What follows belongs to an exercise in optimizing a design on an open flow for small area, a short achievable clock period and few clock cycles per item; a production flow would make more cautious choices.
Function was checked by simulation only, so behaviour that the tests miss may differ from the original.

==> flow/design.v <==
module fm_lpf (
    input  wire        clk,
    input  wire        rst,           
    input  wire        in_valid,
    output wire        in_ready,
    input  wire [15:0] in_ph,         
    output reg         out_valid,
    output reg  [15:0] out_audio      
);
    localparam N     = 128;
    localparam NOUT  = 26;
    localparam K     = 8;
    localparam NP    = (NOUT + K - 1) / K;    
    localparam AW    = 40;
    function signed [15:0] gk(input [6:0] d);
        begin
        case (d)
            7'd0: gk = 16'sd15708;
            7'd1: gk = 16'sd15230;
            7'd2: gk = 16'sd13843;
            7'd3: gk = 16'sd11690;
            7'd4: gk = 16'sd8986;
            7'd5: gk = 16'sd5996;
            7'd6: gk = 16'sd3004;
            7'd7: gk = 16'sd276;
            7'd8: gk = -16'sd1963;
            7'd9: gk = -16'sd3562;
            7'd10: gk = -16'sd4447;
            7'd11: gk = -16'sd4635;
            7'd12: gk = -16'sd4218;
            7'd13: gk = -16'sd3352;
            7'd14: gk = -16'sd2228;
            7'd15: gk = -16'sd1049;
            7'd16: gk = 16'sd0;
            7'd17: gk = 16'sd773;
            7'd18: gk = 16'sd1180;
            7'd19: gk = 16'sd1196;
            7'd20: gk = 16'sd855;
            7'd21: gk = 16'sd244;
            7'd22: gk = -16'sd518;
            7'd23: gk = -16'sd1295;
            7'd24: gk = -16'sd1963;
            7'd25: gk = -16'sd2422;
            7'd26: gk = -16'sd2612;
            7'd27: gk = -16'sd2520;
            7'd28: gk = -16'sd2178;
            7'd29: gk = -16'sd1658;
            7'd30: gk = -16'sd1053;
            7'd31: gk = -16'sd469;
            7'd32: gk = 16'sd0;
            7'd33: gk = 16'sd283;
            7'd34: gk = 16'sd342;
            7'd35: gk = 16'sd176;
            7'd36: gk = -16'sd176;
            7'd37: gk = -16'sd650;
            7'd38: gk = -16'sd1161;
            7'd39: gk = -16'sd1624;
            7'd40: gk = -16'sd1963;
            7'd41: gk = -16'sd2127;
            7'd42: gk = -16'sd2092;
            7'd43: gk = -16'sd1871;
            7'd44: gk = -16'sd1507;
            7'd45: gk = -16'sd1063;
            7'd46: gk = -16'sd616;
            7'd47: gk = -16'sd241;
            7'd48: gk = 16'sd0;
            7'd49: gk = 16'sd70;
            7'd50: gk = -16'sd39;
            7'd51: gk = -16'sd306;
            7'd52: gk = -16'sd684;
            7'd53: gk = -16'sd1106;
            7'd54: gk = -16'sd1502;
            7'd55: gk = -16'sd1804;
            7'd56: gk = -16'sd1963;
            7'd57: gk = -16'sd1954;
            7'd58: gk = -16'sd1779;
            7'd59: gk = -16'sd1469;
            7'd60: gk = -16'sd1078;
            7'd61: gk = -16'sd673;
            7'd62: gk = -16'sd322;
            7'd63: gk = -16'sd84;
            7'd64: gk = 16'sd0;
            7'd65: gk = -16'sd84;
            7'd66: gk = -16'sd322;
            7'd67: gk = -16'sd673;
            7'd68: gk = -16'sd1078;
            7'd69: gk = -16'sd1469;
            7'd70: gk = -16'sd1779;
            7'd71: gk = -16'sd1954;
            7'd72: gk = -16'sd1963;
            7'd73: gk = -16'sd1804;
            7'd74: gk = -16'sd1502;
            7'd75: gk = -16'sd1106;
            7'd76: gk = -16'sd684;
            7'd77: gk = -16'sd306;
            7'd78: gk = -16'sd39;
            7'd79: gk = 16'sd70;
            7'd80: gk = 16'sd0;
            7'd81: gk = -16'sd241;
            7'd82: gk = -16'sd616;
            7'd83: gk = -16'sd1063;
            7'd84: gk = -16'sd1507;
            7'd85: gk = -16'sd1871;
            7'd86: gk = -16'sd2092;
            7'd87: gk = -16'sd2127;
            7'd88: gk = -16'sd1963;
            7'd89: gk = -16'sd1624;
            7'd90: gk = -16'sd1161;
            7'd91: gk = -16'sd650;
            7'd92: gk = -16'sd176;
            7'd93: gk = 16'sd176;
            7'd94: gk = 16'sd342;
            7'd95: gk = 16'sd283;
            7'd96: gk = 16'sd0;
            7'd97: gk = -16'sd469;
            7'd98: gk = -16'sd1053;
            7'd99: gk = -16'sd1658;
            7'd100: gk = -16'sd2178;
            7'd101: gk = -16'sd2520;
            7'd102: gk = -16'sd2612;
            7'd103: gk = -16'sd2422;
            7'd104: gk = -16'sd1963;
            7'd105: gk = -16'sd1295;
            7'd106: gk = -16'sd518;
            7'd107: gk = 16'sd244;
            7'd108: gk = 16'sd855;
            7'd109: gk = 16'sd1196;
            7'd110: gk = 16'sd1180;
            7'd111: gk = 16'sd773;
            7'd112: gk = 16'sd0;
            7'd113: gk = -16'sd1049;
            7'd114: gk = -16'sd2228;
            7'd115: gk = -16'sd3352;
            7'd116: gk = -16'sd4218;
            7'd117: gk = -16'sd4635;
            7'd118: gk = -16'sd4447;
            7'd119: gk = -16'sd3562;
            7'd120: gk = -16'sd1963;
            7'd121: gk = 16'sd276;
            7'd122: gk = 16'sd3004;
            7'd123: gk = 16'sd5996;
            7'd124: gk = 16'sd8986;
            7'd125: gk = 16'sd11690;
            7'd126: gk = 16'sd13843;
            7'd127: gk = 16'sd15230;
            default: gk = 16'sd0;
        endcase
        end
    endfunction
    localparam S_LOAD = 1'b0;
    localparam S_COMP = 1'b1;
    reg               state;
    reg        [6:0]  cnt;            
    reg        [4:0]  pass;
    reg signed [15:0] buffer [0:N-1];
    assign in_ready = (state == S_LOAD) && !rst;
    wire   accept   = in_valid && in_ready;
    integer i;
    always @(posedge clk) begin
        if (accept || state == S_COMP) begin
            for (i = 0; i < N - 1; i = i + 1)
                buffer[i] <= buffer[i + 1];
            buffer[N - 1] <= (state == S_LOAD) ? in_ph : buffer[0];
        end
    end
    reg p_v, p_first, p_last;
    reg [4:0] p_pass;
    always @(posedge clk) begin
        if (rst) begin
            state <= S_LOAD;
            cnt   <= 7'd0;
            pass  <= 5'd0;
            p_v   <= 1'b0;
        end else begin
            p_v     <= (state == S_COMP);
            p_first <= (cnt == 7'd0);
            p_last  <= (cnt == 7'd127);
            p_pass  <= pass;
            case (state)
                S_LOAD: if (accept) begin
                    cnt <= cnt + 7'd1;
                    if (cnt == 7'd127) begin
                        state <= S_COMP;
                        pass  <= 5'd0;
                    end
                end
                S_COMP: begin
                    cnt <= cnt + 7'd1;
                    if (cnt == 7'd127) begin
                        pass <= pass + 5'd1;
                        if (pass == NP - 1)
                            state <= S_LOAD;
                    end
                end
            endcase
        end
    end
    reg        [15:0] res [0:K-1];
    reg               res_v;
    reg        [4:0]  res_pass;
    genvar j;
    generate for (j = 0; j < K; j = j + 1) begin : g_mac
        wire        [6:0]  idx  = 7'd5 * (pass * K + j) - cnt;
        reg  signed [31:0] prod;
        reg  signed [AW-1:0] acc;
        always @(posedge clk) prod <= buffer[0] * gk(idx);
        wire signed [AW-1:0] acc_nxt = (p_first ? {AW{1'b0}} : acc) + {{(AW-32){prod[31]}}, prod};
        wire signed [AW-1:0] acc_abs = acc_nxt[AW-1] ? -acc_nxt : acc_nxt;
        wire        [AW-1:0] q_abs   = acc_abs >> 16;
        wire        [15:0]   q       = acc_nxt[AW-1] ? (16'd0 - q_abs[15:0]) : q_abs[15:0];
        always @(posedge clk) begin
            acc <= acc_nxt;
            if (p_v && p_last) res[j] <= q;
        end
    end endgenerate
    reg [4:0] oc;                     
    reg       busy;
    always @(posedge clk) begin
        if (rst) begin
            busy      <= 1'b0;
            out_valid <= 1'b0;
            oc        <= 5'd0;
        end else begin
            out_valid <= 1'b0;
            if (p_v && p_last) begin
                busy     <= 1'b1;
                oc       <= 5'd0;
                res_pass <= p_pass;
            end else if (busy) begin
                if (res_pass * K + oc < NOUT) begin
                    out_valid <= 1'b1;
                    out_audio <= res[oc];
                end
                oc <= oc + 5'd1;
                if (oc == K - 1) busy <= 1'b0;
            end
        end
    end
endmodule
==> flow/run.sh <==
#!/bin/bash
# synth_recipe.tcl (not shown) runs the flow's synth.tcl, then flattens the netlist and writes it again
# the make line also repeats each setting of config.mk as NAME=value (left out here)
make -C /OpenROAD-flow-scripts/flow DESIGN_CONFIG=/design/flow/config.mk WORK_HOME=/design/flow/orfs CLKGATE_MAP_FILE= SYNTH_SCRIPT=/design/flow/synth_recipe.tcl finish
==> flow/config.mk <==
export PLATFORM = sky130hd
export DESIGN_NAME = fm_lpf
export DESIGN_NICKNAME = fm_lpf
export VERILOG_FILES = /design/flow/design.v
export SDC_FILE = /design/flow/constraint.sdc
export NUM_CORES = 4
export LEC_CHECK = 0
export CAP_MARGIN = 20
export CORE_MARGIN = 2
export CORE_UTILIZATION = 40
export SLEW_MARGIN = 20
==> flow/constraint.sdc <==
create_clock -name core_clock -period 10.0 [get_ports {clk}]
set_input_delay 2.0000 -clock core_clock [delete_from_list [all_inputs] [get_ports {clk}]]
set_output_delay 2.0000 -clock core_clock [all_outputs]
set_load 0.01 [all_outputs]
==> results.txt <==
* Status: complete, no violations
* Unique masters post-synth at 129
* Fraction of layout cells with a size suffix above 1 at 0.1150
* CP Capture Type: flip-flop
* Initial core utilization at 0.4011
* Clk_skew at 0.1038 ns
* Final Max Tran Viols at 0
* Part of the cycle the worst path needs at 0.9692
* GRT Total Usage at 0.2306
* Sequential standard cell area at 78,140 sq um
* Die ar. at 508,100 sq um
* CTS Hold Bufs at 0
* Antenna violations before repair at 38
* Most frequent cells in the layout: inv_1 (2,572), edfxtp_1 (2,204), fa_1 (2,121)
* Setup crit start kind: flip-flop
* Crit path top cell by count: fa_1
* Layout Nets at between 20,000 and 25,000
* Synth area leaders: edfxtp_1 (33%), fa_1 (21%), ha_1 (6.6%)
* Routed via count at between 100k and 150k
* Max cap viols at 0
* Ports at 37
* TritonCTS clock tree: done
* Drt first pass iters at 8
* RSZ-0062 raised after global routing: true
* GPL Wtd Cong at 0.9679
* Largest net degree at the start of global routing at 193
* Chip width at 712.8 um
* Synth warn at 3
* Crit-path max cell delay at ~0.57 ns
* Hold/Removal Path Class: reg -> reg
* Fin. Hold Viols at 0
* Post-synthesis cell area at between 200,000 and 250,000 sq um
* Row cnt at 260
* Measured slew at the worst slew-check pin at 1.314 ns
* Max_slew headroom at 0.1174
* Vias per cell at 5.321
* Detail Placement HPWL at about 440 mm
* Core area at 501,000 sq um
* Number of global-route vias before repair at about 140k
* Clock sinks at about 2,800
* Area of the multi-input gates at around 110,000 sq um
* CP max-delay cell: nand2_1
* Global-route wire length before repair at 895.4 mm
* Drt drc at 0
* Final setup viols at 0
* Layout area overhead at 14.37%
* Grt ovf at 0
* F_max at 103.2 MHz
* Finished Layout Cells at between 20,000 and 30,000
* Worst-path maximum fanout at 22
* Number of synthesized register bits at 2,801
* Fillers at 46,710
* Hold_ws at 0.3260 ns
* DP Cell Count at 25,980
* EDFF count, synth at 2,204
* Synth Instances at about 19,000
* Most common cell after layout, fill and taps aside: inv_1
* Post-synthesis sequential area ratio at 0.3888
* Final WL at 591.9 mm
* CTS Buf Count at around 300
* Largest area contributor in the netlist: edfxtp_1
* Synth Area per Inst at 10.74 sq um
* DR iter-0 viols at 13,080
* Final ANT Viol Nets at 0
* Worst EP arrival at 10.46 ns
* H-tree depth at 5
* Clock slew at the register clock pins of the worst setup and hold paths at 0.06 ns
* Asr flop ratio synth at 0
* Setup CP Type: reg -> reg
* Skew-Pair Late Insertion Delay at 1.00 ns
* Clk buf depth at 4
* Mean routed wirelength per cell at 22.25 um
* Die Span Y at a little over 700 um
* WP data required at 10.76 ns
* Buffers on Ports at 36
* Most used DFF post-synth: edfxtp_1
* Net count after synthesis at approximately 22,000
* Root Driver: clkbuf_16
* Crit path time final at 9.692 ns
* Top cell type's share of synthesized area at 0.3293
==> stage by stage <==
stage	instance area, sq um	TNS, ns	util	setup WS [ns]
after floorplan	201000	-	-	-23.82
after global placement	219200	-0.3009	0.4375	-0.1793
after detailed placement	219200	-0.01684	0.4376	-0.01684
after CTS	229100	0	0.4572	0.002329
after global routing	229800	-0.1103	0.4588	-0.06420
final	229800	0	0.4588	0.3079
==> area by class of cell <==
class | count | share of cell area
well taps | 6681 | 0.03637
inverters | 2605 | 0.04265
diodes | 46 | 0.0005008
flip-flops and latches | 2801 | 0.3400
repair buffers | 1515 | 0.05648
clock inverters | 177 | 0.007567
clock buffers | 370 | 0.03498
multi-input cells | 12410 | 0.4815
==> synthesized netlist by cell type (28+ instances only) <==
library cell and n:
or4_1 28, mux4_2 47, fa_1 2127, nand2b_1 171, o21ai_0 624, o211ai_1 181
o311ai_0 67, a31oi_1 148, mux2i_1 55, xor2_1 192, clkbuf_1 804, a21boi_0 34
or3_1 71, a211oi_1 195, mux2_2 33, nand3_1 271, nor4_1 35, a21o_1 196
o2111ai_1 30, nand2_1 1661, o22ai_1 37, nor2b_1 406, o21bai_1 84, o21a_1 100
nor2_1 1282, a221oi_1 53, and3_1 98, ha_1 1064, nor3_1 273, buf_1 87
edfxtp_1 2204, o31ai_1 61, nand4_1 58, and2_1 724, a21oi_1 874, or2_2 41
dfxtp_1 597, xnor2_1 532, inv_1 2581, a311oi_1 75
==> sequential cells by signal (all words and copies together) (netlist names) <==
signal and count:
res 128, p_first 1, p_v 1, p_pass 5, g_mac.prod 256, out_valid 1, state 1, cnt 7
res_pass 5, g_mac.acc 320, oc 5, buffer 2048, busy 1, out_audio 16, p_last 1, pass 5
==> critical path: cells and delay by family, from the launching register on <==
| kind | cells | cell delay [ns] |
|---|---|---|
| fa+ha+maj | 8 | 3.57 |
| compound gates | 12 | 2.48 |
| buf+inv | 9 | 1.50 |
| simple gates | 5 | 1.18 |
| flops | 1 | 0.38 |
| xor+xnor | 1 | 0.30 |
==> final timing paths <==
path,from,to,slack [ns],cells after the start
worst max-delay path,cnt[0],g_mac[0].prod[25],0.31,35
worst min-delay path,buffer[50][2],buffer[49][2],0.33,0
worst max register to register,cnt[0],g_mac[0].prod[25],0.31,35
worst min register to register,buffer[50][2],buffer[49][2],0.33,0
==> kinds of logic after synthesis <==
logic type	count (synthesis)	share of synthesized area
buffers and inverters	3512	0.06601
multiplexers	136	0.009924
adder cells (fa/ha/maj)	3193	0.2782
flip-flops	2801	0.3888
XOR/XNOR	724	0.03155
AND/OR/NAND/NOR	5266	0.1260
AO/OA/AOI/OAI	3086	0.09953
==> repair_timing <==
item                                    CTS  global route
gates cloned                              1             3
buffers inserted                          0            22
pin swaps                                 0            20
endpoints found under the setup margin    4            43
resized for setup                         7           113
==> layer usage <==
layer,global-route usage,vias up,wire length [um],share of wire
li1,-,64570,-,-
met1,0.3334,71100,267200,0.45
met2,0.3520,4809,258300,0.44
met3,0.03371,1064,41280,0.070
met4,0.08577,16,25020,0.042
met5,0,-,99,0.00017
Testbench counts, summed over its fixed seeds: cycles 40,992, samples 8,192.

==> re-timing with driven ports <==
The results above use ideal ports. As a check the final layout listed here was re-extracted and re-timed, cells and wires unchanged.
Step 1, drivers: a clkbuf_16 drives clk and a buf_2 each remaining input, both assumed.
Step 2 adds t to the input delays and takes it off the output delays; t is the mean of the earliest and latest rising clock arrival at the registers after step 1. Input paths then give back, and output paths get back, about the clock's delay inside the block.
Slacks: no drivers / after step 1 / after step 2; pairs: no drivers / after step 1.
t (ns): 1.089
setup slack, ns: 0.308 / 0.308 / 0.308
latest minus earliest clock arrival (ns): 0.118 / 0.118
cell pins on the clock port's net: 1
After both steps this run still meets setup and hold. The setup slack of this run moves by 0.000 ns with the drivers and by 0.000 ns with both steps.
